This design comes from an exercise in tuning for small area, a short achievable clock period and few clock cycles on the open sky130 flow, not from production work.
In this exercise RTL edits were held to simulation tests only and were not proved equivalent to the original.

JK:
Design apf_core, start of the top module:
module apf_core (
    input  wire        clk,
    input  wire        rst,           
    input  wire        start,         
    input  wire [31:0] program_len,
    input  wire [31:0] packet_len,
    input  wire [31:0] filter_age,
    output wire        prog_rd,
    output wire [31:0] prog_addr,
    input  wire [7:0]  prog_data,
    output wire        pkt_rd,
    output wire [31:0] pkt_addr,
    input  wire [7:0]  pkt_data,
    output reg         done,          
    output reg         pass           
);
Size: roughly 5000 cells after synthesis, roughly 910 flip-flops, about 0.046 mm2 of cells after synthesis.
export LEC_CHECK = 0
export CAP_MARGIN = 20
export CORE_MARGIN = 2
export CORE_UTILIZATION = 40
export PLACE_DENSITY = 0.55
export SLEW_MARGIN = 20
export TNS_END_PERCENT = 0
create_clock -name core_clock -period 11.0 [get_ports {clk}]
standard.sh (not shown) runs the stock make flow with config.mk's settings and CLKGATE_MAP_FILE= SYNTH_SCRIPT=/design/flow/synth_recipe.tcl, a recipe that flattens the netlist after the stock synthesis.
==> flow/flow/run.sh <==
#!/bin/bash
set -euo pipefail
export SETUP_SLACK_MARGIN=7.5
bash standard.sh > standard.log 2>&1
Testbench counts of JK, summed over its fixed seeds: cycles 179,610.
For MS, these inputs were changed with respect to JK:
diff --git a/flow/design.v b/flow/design.v
--- a/flow/design.v
+++ b/flow/design.v
@@ -31,14 +31,15 @@
     reg [31:0] plen_r, klen_r;
     reg [31:0] budget;
     reg        bdec;         
     reg [31:0] r0, r1;
     reg [4:0]  opc;
     reg        rsel;
     reg        rsel_x;       
+    reg        rsel_y;       
     reg        c_eq, c_ne, c_gt, c_lt, c_set, c_al;    
     reg        jtk;          
     reg        rdt;          
     reg        tlt, tdr;     
     reg [1:0]  szf;          
     reg [1:0]  bcnt;         
     reg [31:0] imm;          
@@ -69,15 +70,16 @@
     reg [3:0]  ic;           
     reg        k0ok, st1;
     reg [31:0] ring [0:15];
     reg        x_add, x_and, x_or, x_li, x_cj, x_jb, x_nn, x_swap, x_mov, x_fault;
     wire [7:0]  b      = prog_data;
     wire [31:0] rr     = rsel ? r1 : r0;           
     wire [31:0] rb     = bsel ? r1 : r0;           
-    wire [31:0] xop    = rsel_x ? imm : r1;        
+    wire [31:0] xop    = {rsel_y ? imm[31:16] : r1[31:16],
+                          rsel_x ? imm[15:0]  : r1[15:0]};    
     wire [31:0] shv    = xop;                      
     wire [31:0] imm_nx = {imm[23:0], b};
     wire        op_cj  = (opc >= 5'd15 && opc <= 5'd19);
     wire        op_jmpc = (opc >= 5'd14 && opc <= 5'd20);       
     wire        ld_idx = (opc >= 5'd4);
     wire        nopf   = nopf_r;
     wire [2:0]  ld_sz  = (opc == 5'd1 || opc == 5'd4) ? 3'd1 :
@@ -171,15 +173,15 @@
     always @(*) begin
         tapval = ring[0];
         for (j = 1; j < NT; j = j + 1)
             if (tsel_r[3:SB] == j) tapval = ring[j * SP];
     end
     wire        init_on = (ic != 4'd0);
     wire [31:0] rdval   = init_on ? initk : tapval;
-    wire        slot_do = sb && hit_r && !st[S_REDIR];    
+    wire        slot_do = sb && hit_r;
     wire        stm_do  = slot_do && sk[4];
     wire        ldm_do  = slot_do && !sk[4];
     integer i;
     always @(posedge clk) begin
         for (i = 0; i < 16; i = i + 1) begin
             if ((i % SP) == SP - 1) begin
                 if (stm_do && tsel_r[3:SB] == ((i + 1) % 16) / SP)
@@ -383,14 +385,15 @@
             end else if (dec_ok) begin
                 e0 <= e1;
                 e1 <= e2;
             end
         end
         if (start_now)   budget <= program_len;
         else if (bdec)   budget <= budget - 32'd1;
+        rsel_y <= dec ? !b[0] : rsel_x;
         if (dec) begin
             opc    <= b[7:3];
             rsel   <= b[0];
             rsel_x <= !b[0];
             nopf_r <= (b[7:3] == 5'd14) || ((b[7:3] >= 5'd15 && b[7:3] <= 5'd19) && b[0]);
             szf    <= b[2:1];
         end
@@ -425,26 +428,26 @@
         else if (lbd)
             lnm <= (lcnt != 3'd2);
         if (st[S_LD0]) begin
             lcnt <= ld_sz;
             bsel <= rsel;
         end else if (lbd)
             lcnt <= lcnt - 3'd1;
-        lb1 <= !fin && !rst && ((st[S_LD0] && !ld_idx) || st[S_LDX]);
-        lbd <= !fin && !rst && ((lb1 && lok) || (lbd && lcnt != 3'd1));
+        lb1 <= !fin_t && !rst && ((st[S_LD0] && !ld_idx) || st[S_LDX]);
+        lbd <= !fin_t && !rst && ((lb1 && lok) || (lbd && lcnt != 3'd1));
         if (go_slot) begin
             sk     <= d_imm[4:0];
             bsel   <= d_r;
             hit_r  <= (kd_d[SB-1:0] == 0);
             tsel_r <= kd_d;
         end else begin
             hit_r  <= (kd_s[SB-1:0] == 0);
             tsel_r <= kd_s;
         end
-        sb <= !fin && !rst && (go_slot || (sb && !hit_r && !st[S_REDIR]));
+        sb <= !fin_t && !rst && ((go_slot && !taken) || (sb && !hit_r));
         if (st[S_JB0]) begin
             eovf   <= add_s[32];
             nz     <= (xop != 32'd0);
             differ <= 1'b0;
         end
         if (lit_byte) differ <= differ || (prog_data != pkt_data);
         if (st[S_MD0]) ahi <= 1'b0;
==> run notes <==
For MS and JK, there was not a single run that failed to finish clean.
Diff JK -> MS | global-route usage | increase of 1.3 points
Critical path depth: MS vs JK up 3
Delta (MS minus JK): met3 wire length increased by about 12% relative to the old numbers, unique cell type count in the Yosys netlist decreased 3, synthesized cell count rose about 3.7%.
~same effective utilization at floorplan in MS and JK
Comparing MS and JK, via count of the first global-routing pass is lower on JK.
Summary — post-synthesis share of cell area spent on and, or, nand and nor gates, MS relative to JK: higher, by 1.1 points.
Testbench counts of MS, summed over its fixed seeds: cycles 179,610.

re-timing with driven ports:
The results above use ideal ports. As a check the final layouts listed here were re-extracted and re-timed, cells and wires unchanged. Step 1, drivers: a clkbuf_16 drives clk and a buf_2 each remaining input, both assumed. Step 2 moves the port delays by t, midway between the first and last clock arrival at a register: inputs arrive t later, outputs are due t later. That takes back most of the time a late clock gives input paths. Three values: ideal ports, drivers, drivers and shift; two values: the first two.
run	shift t [ns]	setup WS [ns]	clock arrival spread, ns	cell pins on the clock port's net
JK	0.785	6.240 / 6.221 / 5.684	0.055 / 0.055	1
MS	0.780	6.213 / 6.213 / 5.617	0.063 / 0.063	1
After both steps setup and hold are still met in every run listed. The setup slack of MS, which loses most, moves by 0.000 ns with the drivers and by -0.596 ns with both steps.
